This is an optimization exercise on Yosys and OpenROAD, whose aim is small area, a short achievable clock period and few clock cycles per item, not a production implementation. In this exercise RTL edits were held to simulation tests only and were not proved equivalent to the original. Power figures rest on the tool's default switching activity, not on a simulated workload.

Design xarm_codec_b, start of the top module:
module xarm_codec_b (
    input  wire        clk,
    input  wire        rst,
    input  wire        req_valid,
    output wire        req_ready,
    input  wire [7:0]  req_op,
    input  wire [7:0]  req_cmd,
    input  wire [7:0]  req_id,
    input  wire [8:0]  req_len,
    input  wire [15:0] req_a,
    input  wire [15:0] req_b,
    input  wire        in_valid,
    output wire        in_ready,
    input  wire [7:0]  in_data,
    output wire        out_valid,
    input  wire        out_ready,
    output wire [7:0]  out_data,
    output wire        out_last,
    output wire        resp_valid,
    input  wire        resp_ready,
    output wire [7:0]  resp_status,
    output wire [7:0]  resp_arg,
    output wire [15:0] resp_lo,
    output wire [15:0] resp_hi,
    output wire [7:0]  resp_reason,
    output wire [7:0]  resp_byte,
    output wire [7:0]  resp_plen,
    output wire [8:0]  resp_len
);
Size in the first run: roughly 1200 cells after synthesis, ~170 I/O pins, about 11000 um2 of cells after synthesis.
Settings: LEC_CHECK=0, CAP_MARGIN=20, CORE_MARGIN=2, CORE_UTILIZATION=40, SETUP_SLACK_MARGIN=2.4, SLEW_MARGIN=20; clock period 5.0 ns.
standard.sh (not shown) runs the stock make flow with config.mk's settings and CLKGATE_MAP_FILE= SYNTH_SCRIPT=/design/flow/synth_recipe.tcl, a recipe that flattens the netlist after the stock synthesis.
==> flow/flow/run.sh <==
#!/bin/bash
# The standard layout, with plain buf_1 cells as the port buffers (every input
# and output port still gets its own buffer; repair may resize them).
set -euo pipefail
bash standard.sh "BUFFER_PORTS_ARGS=-buffer_cell sky130_fd_sc_hd__buf_1" finish > standard_flow.log 2>&1
Testbench counts at the start, summed over its fixed seeds: cycles 27,536, items 3,200.
Then changed:
--- a/flow/design.v
+++ b/flow/design.v
@@ -101,21 +101,20 @@
     reg [7:0]  id;
     reg [8:0]  len;
     reg [15:0] a;           
     reg [15:0] b;
     reg        pass;        
     reg        pay_ok;      
     reg        sig_ok;
     reg [8:0]  cnt;
     reg        lastq;       
     reg        l2q;         
-    reg        d_big, d_zero, d_lt2;    
     reg        dpay;        
     reg [7:0]  sum;         
     reg [7:0]  addq;        
     reg        len0;        
     reg        e_br, e_rs3;  
     reg [3:0]  kind;
     reg [6:0]  cmpq;        
     reg        vfail_q;     
     reg        idok, lenok, cmdok;    
     reg [7:0]  fd0;
@@ -124,28 +123,27 @@
     reg        rv, rvo;
     reg        owed;        
     reg [3:0]  r_st;
     reg        r_s4, r_ff;
     reg [2:0]  r_arg;
     reg        r_f56, r_f7, r_h1000, r_h30000, r_hib;    
     reg        r_rb, r_rs3, r_rs11;
     reg [7:0]  r_byte;
     reg [8:0]  r_len;
     reg        rq_a, rq_c, irq_a, irq_b;
-    reg        rq_x, irq_x;    
     wire [NS-1:0] pq_st;
     wire [1:0]    pq_cls;
     wire          pq_typed, pq_pass, pq_payok, pq_ebr, pq_ers3, pq_len1;
     wire [3:0]    pq_kind;
     wire   room        = !ov || out_ready;
-    assign req_ready   = rq_x || (rq_c && out_ready);
-    assign in_ready    = irq_x || (irq_b && out_ready);
+    assign req_ready   = rq_a || (rq_c && room);
+    assign in_ready    = irq_a || (irq_b && room);
     assign out_valid   = ov;
     assign out_data    = fd0;
     assign out_last    = fl0;
     assign resp_valid  = rvo;
     assign resp_status = {r_ff, r_ff, r_ff, r_s4, r_st};
     assign resp_arg    = {5'd0, r_arg};
     assign resp_reason = {4'd0, r_rs11, 1'b0, r_rs3, r_rb};
     assign resp_byte   = r_byte;
     assign resp_plen   = r_len[7:0];
     assign resp_len    = r_len;
@@ -230,27 +228,27 @@
         if (st[I_FIN]) begin
             case (cls)
                 C_ENC: begin
                     if (e_br) begin
                         nst = 8'h10; nrb = 1'b1; nrs3 = e_rs3;
                     end else if (v_now[4]) begin
                         nst = 8'h01; narg = v_now[3:1]; nhib = v_now[0];
                     end
                 end
                 C_DEC: begin
-                    if (!pay_ok && d_big) begin
+                    if (len > 9'd258) begin
                         nst = 8'h10; nrb = 1'b1; nrs3 = 1'b1; nrs11 = 1'b1;
-                    end else if (!pay_ok && d_zero)
+                    end else if (len == 9'd0)
                         nst = 8'h03;
-                    else if ((!pay_ok && d_lt2) || !sig_ok)
+                    else if (len < 9'd2 || !sig_ok)
                         nst = 8'h05;
-                    else if (!pay_ok)
+                    else if (len < 9'd6)
                         nst = 8'h07;
                     else if (addq != ~sum)         
                         nst = 8'h09;
                     else if (cmd != CMD_ID_READ && !idok)
                         nst = 8'h06;
                     else if (!lenok)
                         nst = 8'h07;
                     else if (!cmdok)
                         nst = 8'h08;
                 end
@@ -334,34 +332,30 @@
         if (rst) begin
             st          <= S_IDLE;
             ov          <= 1'b0;
             rv          <= 1'b0;
             rvo         <= 1'b0;
             owed        <= 1'b0;
             rq_a        <= 1'b0;
             rq_c        <= 1'b0;
             irq_a       <= 1'b0;
             irq_b       <= 1'b0;
-            rq_x        <= 1'b0;
-            irq_x       <= 1'b0;
         end else begin
             st          <= st_n;
             ov          <= ov_n;
             rv          <= rv_n;
             rvo         <= rv_n && !owed_n;
             owed        <= owed_n;
             rq_a        <= rq_a_n;
             rq_c        <= rq_c_n;
             irq_a       <= irq_a_n;
             irq_b       <= irq_b_n;
-            rq_x        <= rq_a_n || (rq_c_n && !ov_n);
-            irq_x       <= irq_a_n || (irq_b_n && !ov_n);
         end
         if (room) begin
             fd0 <= pdata; fl0 <= plast;
         end
         if (done) begin
             r_st     <= nst[3:0];
             r_s4     <= nst[4];
             r_ff     <= nst[7];
             r_arg    <= narg;
             r_hib    <= nhib;
@@ -416,22 +410,19 @@
             addq   <= 8'd0;
             sig_ok <= 1'b1;
             a      <= req_a;
             b      <= req_b;
             cls    <= pq_cls;
             pass   <= pq_pass;
             pay_ok <= pq_payok;
             e_br   <= pq_ebr;
             e_rs3  <= pq_ers3;
             kind   <= pq_kind;
-            d_big  <= (req_len > 9'd258);
-            d_zero <= (req_len == 9'd0);
-            d_lt2  <= (req_len < 9'd2);
             vfail_q <= vfail_in;
             cmd    <= pq_typed ? ((req_op[2:0] == 3'd1) ? CMD_MOVE :
                                   (req_op[2:0] == 3'd2) ? CMD_MOVEW :
                                   (req_op[2:0] == 3'd3) ? CMD_ANGLIM :
                                   (req_op[2:0] == 3'd4) ? CMD_VINLIM : CMD_TEMPLIM) : req_cmd;
             len    <= len_n;
         end
     end
 endmodule
- area after synthesis increases slightly
- design area increases slightly
- via count increases by a few percent
- sequential power decreases by a few percent
- wire length decreases slightly
- global-route usage decreases by 0.36 points
- clock-buffer cell count decreases by 6
- first-iteration DRC count increases by about a fifth
- hold slack degrades by 0.0090 ns
Testbench counts after the change, summed over its fixed seeds: cycles 27,536, items 3,200.


Another version of the RTL of xarm_codec_b (not shown whole).
Size in the first run: roughly 1300 cells after synthesis, about 180 flip-flops, roughly 170 I/O pins.
## xarm_codec_b
module xarm_codec_b (
    input  wire        clk,
    input  wire        rst,
    input  wire        req_valid,
    output wire        req_ready,
    input  wire [7:0]  req_op,
    input  wire [7:0]  req_cmd,
    input  wire [7:0]  req_id,
    input  wire [8:0]  req_len,
    input  wire [15:0] req_a,
    input  wire [15:0] req_b,
    input  wire        in_valid,
    output wire        in_ready,
    input  wire [7:0]  in_data,
    output wire        out_valid,
    input  wire        out_ready,
    output wire [7:0]  out_data,
    output wire        out_last,
    output wire        resp_valid,
    input  wire        resp_ready,
    output wire [7:0]  resp_status,
    output wire [7:0]  resp_arg,
    output wire [15:0] resp_lo,
    output wire [15:0] resp_hi,
    output wire [7:0]  resp_reason,
    output wire [7:0]  resp_byte,
    output wire [7:0]  resp_plen,
    output wire [8:0]  resp_len
);
clock: 5.0 ns
lec_check: 0
cap_margin: 20
core_margin: 2
core_utilization: 40
setup_slack_margin: 2.2
slew_margin: 20
Scripts as last shown in full above: flow/flow/run.sh
The baseline finished with timing, DRC and antenna clean.
Testbench counts at the start, summed over its fixed seeds: cycles 27,536, items 3,200.
==> next run, changes <==
--- a/flow/design.v
+++ b/flow/design.v
@@ -193,24 +193,32 @@
         end
     end
     wire push_ok = !fcnt[1];
     wire pop     = ov && out_ready;
     wire acc     = req_valid && req_ready_q;
     wire in_fire = in_valid && in_ready_q;
     wire nlast   = (cnt + 9'd2 == len);    
     wire [8:0] cnt1 = cnt + 9'd1;
-    wire [8:0] len_m3 = len - 9'd3;
     wire [7:0] sum_t = sum + addq;         
+    reg [7:0] pay_byte;
+    always @(*) begin
+        case (cnt[1:0])
+            2'd0:    pay_byte = a[7:0];
+            2'd1:    pay_byte = a[15:8];
+            2'd2:    pay_byte = b[7:0];
+            default: pay_byte = b[15:8];
+        endcase
+    end
     wire from_in = st[I_RX] || (st[I_PAY] && pass);
     wire [7:0] pdata = ({8{st[I_H0] || st[I_H1]}} & SIG) |
                        ({8{st[I_H2]}} & id) |
                        ({8{st[I_H3]}} & (len[7:0] + 8'd3)) |
                        ({8{st[I_H4]}} & cmd) |
-                       ({8{st[I_PAY] && !pass}} & a[7:0]) |
+                       ({8{st[I_PAY] && !pass}} & pay_byte) |
                        ({8{st[I_CSUM]}} & ~sum_t) |
                        ({8{from_in}} & in_data);
     wire push = ((st[I_H1] || st[I_H2] || st[I_H3] || st[I_H4] || (st[I_PAY] && !pass)) && push_ok) ||
                 (st[I_PAY] && pass && in_fire) ||
                 (st[I_CSUM] && push_ok && !rv) ||
                 (st[I_RX] && in_fire && dpay);
     wire push_h0 = st[I_H0] && push_ok && !vfail;
     wire push_a  = push || push_h0;
@@ -318,22 +326,19 @@
     assign pq_pass  = d_pass;
     assign pq_ebr   = d_ebr;
     assign pq_ers3  = d_ers3;
     assign pq_payok = req_op[3] && !req_op[0] && (req_len >= 9'd6) && (req_len <= 9'd258);
     assign pq_len1  = tlo ? (req_op[2:0] == 3'd5) : (req_len == 9'd1);
     wire fin_take_n = !acc && ((st[I_FIN] && !done) || (st[I_RX] && in_fire && lastq)) &&
                       cls != C_ENC;
     wire req_ready_n = !rv_n && (st_n[I_IDLE] || (st_n[I_CSUM] && !fcnt_x[1]) || fin_take_n);
-    wire f_hold     = fcnt[1] || (fcnt[0] && push);    
-    wire in_ready_1 = st_n[I_GATHER] || st_n[I_DRAIN] || (st_n[I_PAY] && pass_n) || st_n[I_RX];
-    wire in_ready_0 = st_n[I_GATHER] || st_n[I_DRAIN] ||
-                      (st_n[I_PAY] && pass_n && !f_hold) ||
-                      (st_n[I_RX] && (!dpay_n || !f_hold));
-    wire in_ready_n = out_ready ? in_ready_1 : in_ready_0;
+    wire in_ready_n = st_n[I_GATHER] || st_n[I_DRAIN] ||
+                      (st_n[I_PAY] && pass_n && !fcnt_x[1]) ||
+                      (st_n[I_RX] && (!dpay_n || !fcnt_x[1]));
     always @(posedge clk) begin
         if (rst) begin
             st          <= S_IDLE;
             fcnt        <= 2'd0;
             ov          <= 1'b0;
             rv          <= 1'b0;
             rvo         <= 1'b0;
             owed        <= 2'd0;
@@ -378,37 +383,33 @@
         dpay  <= dpay_n;
         addq <= sum_en ? pdata : 8'd0;
         sum  <= sum_t;
         if (acc)
             len0 <= !tlo && (req_len == 9'd0);
         cmpq <= compares(a, b);
         if (st[I_CHECK2])
             vfail_q <= v_now[4];
-        if (st[I_PAY] && !pass && push) begin
-            a <= {b[7:0], a[15:8]};
-            b[7:0] <= b[15:8];
-        end
         if (in_fire) begin
             if (st[I_GATHER]) begin
                 case (cnt[1:0])
                     2'd0:    a       <= {8'd0, in_data};
                     2'd1:    a[15:8] <= in_data;
                     2'd2:    b[7:0]  <= in_data;
                     default: b[15:8] <= in_data;
                 endcase
             end
             if (st[I_RX]) begin
                 if ((cnt == 9'd0 || cnt == 9'd1) && in_data != SIG)
                     sig_ok <= 1'b0;
                 if (cnt == 9'd2) begin
                     a[7:0] <= in_data;
                     idok   <= (in_data == id);
                 end
-                if (cnt == 9'd3) lenok <= !len_m3[8] && (in_data == len_m3[7:0]);    
+                if (cnt == 9'd3) lenok <= ({1'b0, in_data} + 9'd3 == len);
                 if (cnt == 9'd4) cmdok <= (in_data == cmd);
             end
         end
         if (acc) begin
             id     <= req_id;
             sum    <= 8'd0;
             addq   <= 8'd0;
             sig_ok <= 1'b1;
Via count falls by about 2%.
Power falls by about 7%.
Sequential power falls by about 7%.
Count of clock-buffer cells in the layout falls by 1.
Die area rises by 0.33%.
Cell count falls by about 2.4%.
Testbench counts after the change, summed over its fixed seeds: cycles 27,536, items 3,200.

-- what the ideal ports hide --
The flow's constraints put no driver on any port. The routed layouts listed below were extracted and timed again, unchanged, in two steps. Step 1 assumes that a clkbuf_16 drives the clock port and a buf_2 every other input. Step 2 times the ports against the registers' clock, not the clock port: input delays grow and output delays shrink by t, the midpoint of the rising clock arrivals with the driver on. Slacks: ideal / step 1 / step 2; pairs: ideal / step 1.
run	t, ns	slack for setup (ns)	clock arrival spread, ns	worst register clock-pin slew, ns	cell pins on the clock port's net
the first run of note 1	0.485	2.449 / 2.430 / 2.075	0.015 / 0.014	0.07 / 0.07	1
the second run of note 1	0.482	2.262 / 2.243 / 2.033	0.013 / 0.013	0.07 / 0.07	1
the first run of note 2	0.481	2.280 / 2.280 / 1.899	0.011 / 0.011	0.07 / 0.07	1
the second run of note 2	0.494	2.289 / 2.302 / 1.815	0.020 / 0.020	0.09 / 0.09	1
After both steps every run listed still meets setup and hold. For the second run of note 2, which loses most, drivers alone change the setup slack by +0.013 ns; drivers and shift together by -0.474 ns.
